This design comes from an exercise in tuning for small area and few clock cycles on the open sky130 flow, not from production work. In this exercise RTL edits were held to simulation tests only and were not proved equivalent to the original. Power figures rest on the tool's default switching activity, not on a simulated workload.

## design/flow/run.sh

```bash
#!/bin/bash
# synth_recipe.tcl (not shown) runs the flow's synth.tcl, then flattens the netlist and writes it again
# the make line also repeats each setting of config.mk as NAME=value (left out here)
make -C /OpenROAD-flow-scripts/flow DESIGN_CONFIG=/design/flow/config.mk WORK_HOME=/design/flow/orfs CLKGATE_MAP_FILE= SYNTH_SCRIPT=/design/flow/synth_recipe.tcl finish
```

## design/flow/config.mk

```make
export PLATFORM = sky130hd
export DESIGN_NAME = pid_proto
export DESIGN_NICKNAME = pid_proto
export VERILOG_FILES = /design/flow/design.v
export SDC_FILE = /design/flow/constraint.sdc
export NUM_CORES = 4
export LEC_CHECK = 0
export CAP_MARGIN = 20
export CORE_MARGIN = 2
export CORE_UTILIZATION = 40
export SLEW_MARGIN = 20
```

## design/flow/constraint.sdc

```tcl
create_clock -name core_clock -period 4.0 [get_ports {clk}]
set_input_delay 0.8000 -clock core_clock [delete_from_list [all_inputs] [get_ports {clk}]]
set_output_delay 0.8000 -clock core_clock [all_outputs]
set_load 0.01 [all_outputs]
```

## design/flow/design.v

```verilog
module pid_proto (
    input  wire        clk,
    input  wire        rst,           
    input  wire        cmd_valid,
    output wire        cmd_ready,
    input  wire [31:0] cmd,
    output reg         rsp_valid,
    output reg  [7:0]  rsp_status,
    output reg  [31:0] rsp_value,
    output reg  [1:0]  rsp_count,
    output reg  [7:0]  rsp_byte0,
    output reg  [7:0]  rsp_byte1
);
    localparam [7:0] ST_OK         = 8'h00;
    localparam [7:0] ST_PROTOCOL   = 8'h01;
    localparam [7:0] ST_CHECKSUM   = 8'h02;
    localparam [7:0] ST_VALIDATION = 8'h03;
    localparam [7:0] ST_ILLEGAL    = 8'h04;
    localparam [7:0] OP_ENC       = 8'h10;
    localparam [7:0] OP_DEC       = 8'h11;
    localparam [7:0] OP_CRC_INIT  = 8'h20;
    localparam [7:0] OP_CRC_FEED  = 8'h21;
    localparam [7:0] OP_CRC_TAG   = 8'h22;
    localparam [7:0] OP_VFY_INIT  = 8'h30;
    localparam [7:0] OP_VFY_FEED  = 8'h31;
    localparam [7:0] OP_VFY_END   = 8'h32;
    localparam [7:0] OP_FTX_BEGIN = 8'h40;
    localparam [7:0] OP_FTX_BYTE  = 8'h41;
    localparam [7:0] OP_FTX_END   = 8'h42;
    localparam [7:0] OP_FRX_INIT  = 8'h50;
    localparam [7:0] OP_FRX_BYTE  = 8'h51;
    localparam [7:0] OP_FRX_END   = 8'h52;
    localparam [7:0] OP_FRX_STAT  = 8'h53;
    localparam [7:0] DLE = 8'h10;
    localparam [7:0] STX = 8'h02;
    localparam [7:0] ETX = 8'h03;
    localparam [3:0] RX_START = 4'd0;
    localparam [3:0] RX_HDR   = 4'd1;
    localparam [3:0] RX_DATA  = 4'd2;
    localparam [3:0] RX_ESC   = 4'd3;
    localparam [3:0] RX_DONE  = 4'd4;
    localparam [2:0] WHY_NO_DLE     = 3'd2;
    localparam [2:0] WHY_NO_STX     = 3'd3;
    localparam [2:0] WHY_BAD_ESCAPE = 3'd4;
    localparam [2:0] WHY_TRAILING   = 3'd5;
    function [15:0] crc_step;
        input [15:0] c_in;
        input [7:0]  b;
        reg   [15:0] c;
        integer      i;
        begin
            c = c_in ^ {8'h00, b};
            for (i = 0; i < 8; i = i + 1)
                c = c[0] ? ((c >> 1) ^ 16'h8408) : (c >> 1);
            crc_step = c;
        end
    endfunction
    function is_permitted_ascii;
        input [7:0] c;
        begin
            is_permitted_ascii =
                (c >= 8'h41 && c <= 8'h5A) || (c >= 8'h61 && c <= 8'h7A) ||
                (c >= 8'h30 && c <= 8'h39) || (c == 8'h20) ||
                (c == 8'h21) || (c == 8'h23) || (c == 8'h24) || (c == 8'h26) ||
                (c == 8'h27) || (c == 8'h28) || (c == 8'h29) || (c == 8'h2A) ||
                (c == 8'h2B) || (c == 8'h2C) || (c == 8'h2D) || (c == 8'h2E) ||
                (c == 8'h2F) || (c == 8'h3A) || (c == 8'h3B) || (c == 8'h3C) ||
                (c == 8'h3D) || (c == 8'h3E) || (c == 8'h3F) || (c == 8'h5C);
        end
    endfunction
    reg [31:0] c;         
    reg        cv;        
    reg [15:0] crc;
    reg [15:0] vcrc;
    reg [7:0]  vhold0;    
    reg [7:0]  vhold1;    
    reg [1:0]  vcnt;
    reg [3:0]  rx;
    assign cmd_ready = 1'b1;
    wire [7:0]  op = c[31:24];
    wire [7:0]  b  = c[7:0];
    wire [20:0] cp = c[20:0];
    wire zero_fb = (c[23:8] == 16'd0);
    wire zero_f0 = zero_fb && (c[7:0] == 8'd0);
    wire zero_fc = (c[23:21] == 3'd0);
    reg legal;
    always @(*) begin
        case (op)
            OP_ENC:                                  legal = zero_fc;
            OP_DEC, OP_CRC_FEED, OP_VFY_FEED,
            OP_FTX_BYTE, OP_FRX_BYTE:                legal = zero_fb;
            OP_CRC_INIT, OP_CRC_TAG, OP_VFY_INIT,
            OP_VFY_END, OP_FTX_BEGIN, OP_FTX_END,
            OP_FRX_INIT, OP_FRX_END, OP_FRX_STAT:    legal = zero_f0;
            default:                                 legal = 1'b0;
        endcase
    end
    wire asc_ok = is_permitted_ascii(b);
    reg        ext_hit;
    reg [2:0]  ext_idx;
    always @(*) begin
        ext_hit = 1'b1;
        case (cp)
            21'h0000B7: ext_idx = 3'd0;
            21'h002022: ext_idx = 3'd1;
            21'h002500: ext_idx = 3'd2;
            21'h002501: ext_idx = 3'd3;
            21'h002588: ext_idx = 3'd4;
            21'h002581: ext_idx = 3'd5;
            default: begin ext_hit = 1'b0; ext_idx = 3'bxxx; end
        endcase
    end
    wire enc_hit = (asc_ok && cp[20:8] == 13'd0) || ext_hit;
    reg [20:0] dec_cp;
    always @(*) begin
        if (asc_ok)
            dec_cp = {13'd0, b};
        else begin
            case (b)
                8'h22:   dec_cp = 21'h000027;
                8'h80:   dec_cp = 21'h0000B7;
                8'h81:   dec_cp = 21'h002022;
                8'h82:   dec_cp = 21'h002500;
                8'h83:   dec_cp = 21'h002501;
                8'h84:   dec_cp = 21'h002588;
                8'h85, 8'h86, 8'h87:
                         dec_cp = 21'h002581;
                default: dec_cp = 21'h00FFFD;
            endcase
        end
    end
    wire [15:0] tag  = ~crc;
    wire [15:0] exp_tag = ~vcrc;
    wire [15:0] recv = {vhold1, vhold0};
    reg [15:0] crc_n;
    reg [15:0] vcrc_n;
    reg        vshift;
    reg [1:0]  vcnt_n;
    reg [3:0]  rx_n;
    always @(*) begin
        crc_n  = crc;
        vcrc_n = vcrc;
        vshift = 1'b0;
        vcnt_n = vcnt;
        rx_n   = rx;
        rsp_status = ST_OK;
        rsp_value  = 32'd0;
        rsp_count  = 2'd0;
        rsp_byte0  = b;           
        rsp_byte1  = DLE;
        if (!legal) begin
            rsp_status = ST_ILLEGAL;
            rsp_value  = c;
        end else begin
            case (op)
                OP_ENC: begin
                    if (enc_hit) begin
                        rsp_count = 2'd1;
                        if (ext_hit) rsp_byte0 = {5'b10000, ext_idx};
                    end else begin
                        rsp_status = ST_VALIDATION;
                        rsp_value  = {11'd0, cp};
                    end
                end
                OP_DEC: rsp_value = {11'd0, dec_cp};
                OP_CRC_INIT: crc_n = 16'hFFFF;
                OP_CRC_FEED: crc_n = crc_step(crc, b);
                OP_CRC_TAG: begin
                    rsp_value = {16'd0, tag};
                    rsp_count = 2'd2;
                    rsp_byte0 = tag[7:0];
                    rsp_byte1 = tag[15:8];
                end
                OP_VFY_INIT: begin
                    vcrc_n = 16'hFFFF;
                    vcnt_n = 2'd0;
                end
                OP_VFY_FEED: begin
                    vshift = 1'b1;
                    if (vcnt[1]) begin
                        rsp_count = 2'd1;
                        rsp_byte0 = vhold0;
                        vcrc_n    = crc_step(vcrc, vhold0);
                    end else
                        vcnt_n = {vcnt[0], ~vcnt[0]};
                end
                OP_VFY_END: begin
                    vcrc_n = 16'hFFFF;
                    vcnt_n = 2'd0;
                    if (!vcnt[1]) begin
                        rsp_status = ST_PROTOCOL;
                        rsp_value  = 32'd1;
                    end else begin
                        rsp_value = {exp_tag, recv};
                        if (recv != exp_tag) rsp_status = ST_CHECKSUM;
                    end
                end
                OP_FTX_BEGIN: begin
                    rsp_count = 2'd2;
                    rsp_byte0 = DLE;
                    rsp_byte1 = STX;
                end
                OP_FTX_BYTE: rsp_count = (b == DLE) ? 2'd2 : 2'd1;
                OP_FTX_END: begin
                    rsp_count = 2'd2;
                    rsp_byte0 = DLE;
                    rsp_byte1 = ETX;
                end
                OP_FRX_INIT: rx_n = RX_START;
                OP_FRX_BYTE: begin
                    if (rx[3]) begin
                        rsp_status = ST_PROTOCOL;
                        rsp_value  = {29'd0, rx[2:0]};
                    end else begin
                        case (rx[2:0])
                            3'd0: begin
                                if (b == DLE) rx_n = RX_HDR;
                                else begin
                                    rx_n = {1'b1, WHY_NO_DLE};
                                    rsp_status = ST_PROTOCOL;
                                    rsp_value  = {29'd0, WHY_NO_DLE};
                                end
                            end
                            3'd1: begin
                                if (b == STX) rx_n = RX_DATA;
                                else begin
                                    rx_n = {1'b1, WHY_NO_STX};
                                    rsp_status = ST_PROTOCOL;
                                    rsp_value  = {29'd0, WHY_NO_STX};
                                end
                            end
                            3'd2: begin
                                if (b == DLE) rx_n = RX_ESC;
                                else rsp_count = 2'd1;
                            end
                            3'd3: begin
                                if (b == DLE) begin
                                    rsp_count = 2'd1;
                                    rx_n = RX_DATA;
                                end else if (b == ETX)
                                    rx_n = RX_DONE;
                                else begin
                                    rx_n = {1'b1, WHY_BAD_ESCAPE};
                                    rsp_status = ST_PROTOCOL;
                                    rsp_value  = {29'd0, WHY_BAD_ESCAPE};
                                end
                            end
                            default: begin   
                                rx_n = {1'b1, WHY_TRAILING};
                                rsp_status = ST_PROTOCOL;
                                rsp_value  = {29'd0, WHY_TRAILING};
                            end
                        endcase
                    end
                end
                OP_FRX_END: begin
                    if (rx[3]) begin
                        rsp_status = ST_PROTOCOL;
                        rsp_value  = {29'd0, rx[2:0]};
                    end else if (rx[2:0] != 3'd4) begin
                        rsp_status = ST_PROTOCOL;
                        rsp_value  = 32'd6;
                    end
                    rx_n = RX_START;
                end
                OP_FRX_STAT: begin
                    if (rx[3]) rsp_value = {25'd0, rx[2:0], 4'b0111};
                    else       rsp_value = {29'd0, rx[2:0]};
                end
                default: ;
            endcase
        end
    end
    always @(*) rsp_valid = cv;
    always @(posedge clk) begin
        c <= cmd;
        if (rst) begin
            cv   <= 1'b0;
            crc  <= 16'hFFFF;
            vcrc <= 16'hFFFF;
            vcnt <= 2'd0;
            rx   <= RX_START;
        end else begin
            cv <= cmd_valid;
            if (cv) begin
                crc  <= crc_n;
                vcrc <= vcrc_n;
                vcnt <= vcnt_n;
                rx   <= rx_n;
            end
        end
        if (cv && vshift) begin
            vhold1 <= b;
            vhold0 <= vhold1;
        end
    end
endmodule
```

==> notes.md <==
-- per-stage QoR --
step                total power (W)   util  std cells  setup TNS [ps]
floorplan                   0.00108      -        654               0
global placement            0.00120  0.510        923               0
detailed placement          0.00121  0.510        923               0
CTS                         0.00201  0.541        946               0
global route                0.00208  0.554        955           -23.2
finish                      0.00201  0.554        955               0
-- power by group --
group	total, W	leakage, nW	switching (W)	internal [W]
Combinational	0.000268	1.90	0.000133	0.000135
Sequential	0.000927	0.730	0.0000181	0.000909
Clock	0.000819	0.141	0.000386	0.000432
Total	0.00201	2.77	0.000537	0.00148
-- layout by cell type, fill, tap and decap left out, types with 10 or more instances in the layout --
cell type / n
buf_4: 71
dfxtp_1: 68
nor2_1: 67
clkdlybuf4s50_1: 64
nor3_1: 47
xnor2_1: 42
o21ai_0: 33
a21oi_1: 32
nand2_1: 30
a31oi_1: 22
xor2_1: 21
dlymetal6s2s_1: 19
edfxtp_1: 16
o21bai_1: 15
a22o_1: 14
nand3_1: 12
nand4_1: 10
inv_1: 10
o21bai_2: 10
-- sequential cells by signal, summed over array words and instances (netlist names) --
| name | flops |
|---|---|
| c | 32 |
| crc | 16 |
| cv | 1 |
| rx | 4 |
| vcnt | 2 |
| vcrc | 16 |
| vhold0 | 8 |
| vhold1 | 8 |
-- how the worst max path moves through the flow --
stage	startpoint	end	slack [ps]	cells past startpoint
finish	c[24]	rsp_value[1]	90	6
floorplan	c[26]	rsp_value[16]	510	10
detailed placement	c[25]	rsp_value[0]	150	8
global placement	c[16]	rsp_byte0[7]	150	9
global route	c[25]	rsp_byte0[6]	-20	9
CTS	c[25]	rsp_value[26]	6	7
-- layer usage --
metal  GRT usage  up-vias
met4      0.0865        0
li1            -     2645
met2       0.469      240
met3      0.0538       38
met5           0        -
met1       0.381     2724
-- worst max-delay path: stages, from the launching register on --
cell	delay [ps]
dfxtp_2	340
buf_4	160
or4b_2	930
o32ai_1	430
a221oi_1	140
o2bb2ai_1	200
clkdlybuf4s50_1	550
-- layout make-up --
cell class | count | area [µm²] | area share
clock inverter | 6 | 50.0 | 0.00683
sequential | 87 | 1910 | 0.260
inverter | 10 | 37.5 | 0.00512
timing repair buffer | 161 | 1470 | 0.201
clock buffer | 10 | 229 | 0.0312
tap | 176 | 220 | 0.0300
multi-input combinational | 505 | 3410 | 0.466
-- cell families (layout without fill, tap and decap cells) --
logic type | after synthesis | after routing | synth area share
multiplexers | 6 | 6 | 0.0122
flip-flops | 87 | 87 | 0.349
AND/OR/NAND/NOR | 237 | 238 | 0.232
AO/OA/AOI/OAI | 192 | 192 | 0.252
other | 2 | 6 | 0.00138
XOR/XNOR | 63 | 63 | 0.101
buffers and inverters | 63 | 187 | 0.0517
-- repair_timing --
| item | 4_1_cts | 5_1_grt |
|---|---|---|
| endpoints found under the setup margin | 37 | 37 |
| buffers inserted | 6 | 9 |
| gates resized for setup | 23 | 32 |
| cloned | 1 | 0 |
| endpoints found under the hold margin | 0 | 0 |
| pin swaps | 6 | 6 |
==> results.ini <==
[place]
port_buffers = 88
place.gp.congestion = 1.01
placedInstanceArea_um2 = 6760
dp_slack_ps = 146
dp_hpwl_mm = 15.8

[clocking]
cts.sinks = 87
numCtsBuffers = 9
cts.path.max_buffers = 2
worstSkewPairLatency_ps = 360
clkSlewWorstSetupHoldPaths_ps = 70
htree_levels = 3
ctsHoldBuffers = 0
cts-root-buf = clkbuf_16
cts_tree = built

[yosys]
ys_types = 73
synthArstFlopShare = 0
syn_avg_cell_area_um2 = 8.37
yosysTopAreaCellShare = 0.261
synth_seq_cells = 87
yosys_warnings = 1
syn_area_um2 = 5440
yosys-top-cells-area = dfxtp_1 (26%), edfxtp_1 (8.8%), xnor2_1 (6.8%)
syn_inst = 650
synth_top_cells_by_count = dfxtp_1 (71), nor2_1 (68), nor3_1 (50)
synth_edf_count = 16
yosysMostFrequentCell = dfxtp_1
synth-main-ff-cell = dfxtp_1
synth_area_leader_cell = dfxtp_1
ys_seq_area_frac = 0.349

[timing]
slew_headroom = 0.320
setup_viol = 0
period_needed_ps = 3910
holdWs_ps = 509
finalHoldViolations = 0
fin_worst_skew_ps = 7.16
fin_crit_sh = 0.977
finalWorstSetupSlack_ps = 90.3
slew_violations = 0
tightest_slew_ps = 1020
fmaxAchievable_mhz = 256

[drt]
dr.pass1.iters = 5
wl_per_cell_um = 21.9
vias_per_cell = 5.91
met1_length_mm = 9.06
topRoutingLayerUsed = met4
wl_mm = 20.9
dr_total_vias = 5647
drc_errors = 0
route.met2.wl_mm = 9.84
antenna_left = 0
drt_iter0_markers = 546
wl_met3_mm = 1.43

[grt]
grt_pass1_wl_mm = 31.3
grtUsageTotal = 0.286
antenna_found_initial = 0
grt-ovfl-total = 0
grt_pass1_vias = 5328
grt_max_degree = 33

[min_path]
holdPathStages = 2
hp-start = vcnt[0]
hp-class = reg -> reg
hold_end = vcnt[1]

[layout]
fillers = 1273
finalNetCount = 809
final_area_um2 = 7330
drive_gt1_frac = 0.177
diodes = 0
syn_to_final_growth_pct = 34.7

[critical_path]
critPathKind = reg -> out
r2r_slack_ps = 1110
cp.arrival_ps = 3110
reg2reg_to = vcrc[5]
reg2reg_from = c[16]
start_kind = register
cp_max_fo = 14
critPathCaptureType = primary output
reg2regPathDepth = 10
cp_data_required_time_ps = 3200

[die]
core_um2 = 13200
die_area_um2 = 14600
die_y_um = 121
start_util = 0.411
ioPinCount = 95
die_w_um = 121
core.rowCount = 42

[job]
cap_violations = 0

[power_and_ir_drop]
p_leak_nw = 2.77
p_per_area_nw_per_um2 = 275
irDropWorstVdd_v = 0.000268

[status]
outcome = timing/DRC/antenna clean

Testbench counts, summed over its fixed seeds: cycles 48,189.

[port drivers added, routing unchanged]
The flow's constraints put no driver on any port. The routed layout listed below was extracted and timed again, unchanged, in two steps.
Step 1: set_driving_cell puts a clkbuf_16 on clk and a buf_2 on each other input, an assumption about the parent block.
Step 2 also shifts input and output timing later by t, the mid clock arrival at the registers, as if the neighbouring blocks saw the same clock.
Three values: no drivers, after step 1, after step 2; two values: the first two.
shift t [ns]: 0.397
slack for setup (ns): 0.090 / 0.048 / 0.444
worst register clock-pin slew, ns: 0.07 / 0.07
After both steps this run still meets setup and hold. The setup slack of this run moves by -0.042 ns with the drivers and by +0.354 ns with both steps.
